Source: an optimization exercise on an open RTL-to-GDS flow (aim: small area and a short achievable clock period). Production flows keep margins and buffers that such runs may drop. Where RTL was checked, it was by simulation tests only, not by an equivalence proof against the original. The clock port is modelled as an ideal driver, which makes a skipped or thinned clock tree look cheaper than it is; a real chip needs a root buffer or a tree. Power and IR drop assume default switching activity.

==> flow/design.v (excerpt) <==
module crc_link (
    input  wire        clk,
    input  wire        rst,
    input  wire        op_valid,
    input  wire [3:0]  op_code,
    input  wire [7:0]  op_arg,
    input  wire        tick,
    output wire [5:0]  stat,          
    output wire [2:0]  op_status,
    output reg  [15:0] crc,
    output reg  [2:0]  rx_err,
    output reg  [7:0]  rx_len,
    output wire [15:0] rx_crc_calc,
    output wire [15:0] rx_crc_recv,
    output wire        txm_re,
    output wire [7:0]  txm_addr,
    input  wire [7:0]  txm_rdata,
    output wire        rxm_we,
    output wire [8:0]  rxm_addr,
    output wire [7:0]  rxm_wdata,
    output wire        txd,
    input  wire        rxd
);
For scale: about 920 cells after synthesis, about 11000 sq um of cells after synthesis.
clock: 4.5 ns
lec_check: 0
abc_clock_period_in_ps: 2000
cap_margin: 20
core_margin: 2
core_utilization: 65
setup_slack_margin: 2.4
slew_margin: 20
standard.sh (not shown) runs the stock make flow with config.mk's settings and CLKGATE_MAP_FILE= SYNTH_SCRIPT=/design/flow/synth_recipe.tcl, a recipe that flattens the netlist after the stock synthesis.
==> flow/flow/run.sh <==
#!/bin/bash
# Layout: the standard ORFS flow (standard.sh), with these changes passed
# to ORFS through the environment:
#  - the port buffers that buffer_ports inserts during global placement are
#    sky130_fd_sc_hd__buf_1 (timing repair still resizes them as needed)
#    instead of the flow's default pick, clkdlybuf4s50_1;
#  - the clock tree is built by flow/pre_cts.tcl (ORFS's PRE_CTS_TCL hook):
#    two levels of clkbuf_16 in place of TritonCTS's three.
# The whole make output goes to standard_flow.log; ORFS keeps each step's
# own log under orfs/logs/.
set -euo pipefail
cd "$(dirname "$0")/.."
export BUFFER_PORTS_ARGS="-buffer_cell sky130_fd_sc_hd__buf_1"
export PRE_CTS_TCL="$PWD/flow/pre_cts.tcl"
bash standard.sh finish > standard_flow.log 2>&1
Other scripts of this flow, unchanged in this note and not shown: flow/flow/manual_cts.tcl, flow/flow/pre_cts.tcl
The first run produced a clean layout.
Change:
--- a/flow/design.v
+++ b/flow/design.v
@@ -1,20 +1,26 @@
-module crc16_step (
-    input  wire [15:0] crc_in,
-    input  wire [7:0]  data,
-    output wire [15:0] crc_out
+module crc16_tab (
+    input  wire [7:0]  x,
+    output wire [15:0] t
 );
-    wire [7:0] x = crc_in[15:8] ^ data;
     wire a = x[0] ^ x[4];
     wire b = x[1] ^ x[5];
     wire c = x[2] ^ x[6];
     wire d = x[3] ^ x[7];
-    wire [15:0] t = {d, c, b, a ^ x[7], x[6], x[5], x[4], d,
-                     c ^ x[7], b ^ x[6], a ^ x[5], x[4], d, c, b, a};
+    assign t = {d, c, b, a ^ x[7], x[6], x[5], x[4], d,
+                c ^ x[7], b ^ x[6], a ^ x[5], x[4], d, c, b, a};
+endmodule
+module crc16_step (
+    input  wire [15:0] crc_in,
+    input  wire [7:0]  data,
+    output wire [15:0] crc_out
+);
+    wire [15:0] t;
+    crc16_tab u_tab (.x(crc_in[15:8] ^ data), .t(t));
     assign crc_out = t ^ {crc_in[7:0], 8'h00};
 endmodule
 module crc_link (
     input  wire        clk,
     input  wire        rst,
     input  wire        op_valid,
     input  wire [3:0]  op_code,
     input  wire [7:0]  op_arg,
@@ -64,16 +70,17 @@
     wire in_pay   = (tph == 3'd3) && !pay_end;
     assign txm_re   = tre;
     assign txm_addr = ta;
     assign txd      = tsr[0];
     wire [7:0] tbits  = tsr[8:1];
     wire       tbit   = tbits[tbc];
     wire       crc_on = ts_start && (((tph == 3'd3) && (ta != 8'h00)) || (tph == 3'd4));
     wire       tfb    = tcrc[15] ^ tbit;
+    wire       tcfb   = crc_on && tfb;
     reg [7:0] tbyte;
     always @* begin
         case (tph)
             3'd1:    tbyte = 8'h02;
             3'd2:    tbyte = txlen;
             3'd3:    tbyte = pay_end ? tcrc[15:8] : txm_rdata;
             3'd4:    tbyte = tcrc[15:8];
             default: tbyte = 8'h03;
@@ -94,24 +101,22 @@
                 tx_busy <= 1'b0;
             end
         end else if (ts_fetch && !in_pay) begin
             tph <= tph + 3'd1;
         end
         if (!tx_busy) begin
             txlen <= op_arg;
             ta    <= 8'h00;
-            tcrc  <= 16'h0000;
-        end else begin
-            if (ts_fetch && in_pay)
-                ta <= ta + 8'd1;
-            if (crc_on)
-                tcrc <= {tcrc[14:12], tcrc[11] ^ tfb, tcrc[10:5], tcrc[4] ^ tfb,
-                         tcrc[3:0], tfb};
+        end else if (ts_fetch && in_pay) begin
+            ta <= ta + 8'd1;
         end
+        if (crc_on || !tph[2] && !(tph[1] && tph[0]))
+            tcrc <= {tcrc[14:12], tcrc[11] ^ tcfb, tcrc[10:5], tcrc[4] ^ tcfb,
+                     tcrc[3:0], tcfb};
         pay_end <= (ta == txlen);
         tre <= !rst && (tph == 3'd3) && !pay_end && (ts == 4'd8) && (tbc == 3'd0);
     end
     always @(posedge clk) begin
         if (rst) begin
             ts <= 4'd9;
         end else if (ts_idle) begin
             if (tx_busy && tph != 3'd6)
@@ -207,18 +212,19 @@
     reg [15:0] rcrc;
     reg        f02;
     reg [7:0]  prev1, prev2;
     reg        take;        
     reg        crc_shown;
     reg        crc_match;   
     wire link_err = ferr_flag || ovr_flag;
     assign fifo_pop = take;
-    wire [15:0] rcrc_next;
-    crc16_step u_rcrc (.crc_in(rcrc), .data(fdout), .crc_out(rcrc_next));
+    wire [15:0] rtab;
+    crc16_tab u_rtab (.x((rcrc[15:8] ^ fdout) & {8{dph == D_PAY}}), .t(rtab));
+    wire [15:0] rcrc_next = rtab ^ {rcrc[7:0], 8'h00};
     reg pay_last;
     wire bad_hdr  = take && (dph == D_H1) && !f02;
     wire at_end   = take && (dph == D_END);
     wire timeout  = tick && (rxtimer == 7'h34);
     wire fin      = link_err || bad_hdr || at_end || timeout;
     wire busy_d   = !rst && (rx_busy ? !fin : op_rx_start);
     always @(posedge clk) begin
         rx_busy <= busy_d;
@@ -263,20 +269,23 @@
                 pay_last <= (dph == D_H1) ? (fdout == 8'h01) : (rxcnt[7:0] == rx_len);
                 if (dph != D_END) begin
                     prev1 <= fdout;
                     prev2 <= prev1;
                 end
                 case (dph)
                     D_H0: begin
                         f02  <= (fdout == 8'h02);
-                        rcrc <= 16'h0000;
+                        rcrc <= rcrc_next;
                         dph  <= D_H1;
                     end
-                    D_H1: dph <= (fdout == 8'h00) ? D_CH : D_PAY;
+                    D_H1: begin
+                        rcrc <= rcrc_next;
+                        dph  <= (fdout == 8'h00) ? D_CH : D_PAY;
+                    end
                     D_PAY: begin
                         rcrc <= rcrc_next;
                         if (pay_last)
                             dph <= D_CH;
                     end
                     D_CH: begin
                         crc_match <= (fdout == rcrc[15:8]);
                         dph <= D_CL;
=>
- setup slack gains 0.020 ns
- total power grows by about 0.7%
- maximum frequency grows by about 0.9%
- synthesized area shrinks by 2.0%
- die area shrinks by 1.9%
No functional check of the RTL was part of the second run of this note. No run of this note takes its clock network from TritonCTS; it comes from the design's own scripts or RTL.

separate check: timing with driven ports:
The results above use ideal ports. As a check the final layouts listed here were re-extracted and re-timed, cells and wires unchanged.
Step 1 (the two cells are an assumption about what drives the block):
set clk [get_ports {clk}]
set_driving_cell -lib_cell sky130_fd_sc_hd__clkbuf_16 $clk
set_driving_cell -lib_cell sky130_fd_sc_hd__buf_2 [delete_from_list [all_inputs] $clk]
Step 2 adds t to the input delays and takes it off the output delays; t is the mean of the earliest and latest rising clock arrival at the registers after step 1. Input paths then give back, and output paths get back, about the clock's delay inside the block.
Three values: ideal ports, drivers, drivers and shift; two values: the first two.
run | t (ns) | slack for setup (ns) | worst setup path at the end | clock arrival spread, ns | cell pins on the clock port's net
the first run | 0.374 | 2.421 / 2.407 / 2.078 | input to register | 0.041 / 0.040 | 4
the second run | 0.370 | 2.440 / 2.362 / 2.150 | input to register | 0.066 / 0.066 | 4
After both steps every run listed still meets setup and hold. For the first run, which loses most, drivers alone change the setup slack by -0.014 ns; drivers and shift together by -0.343 ns.
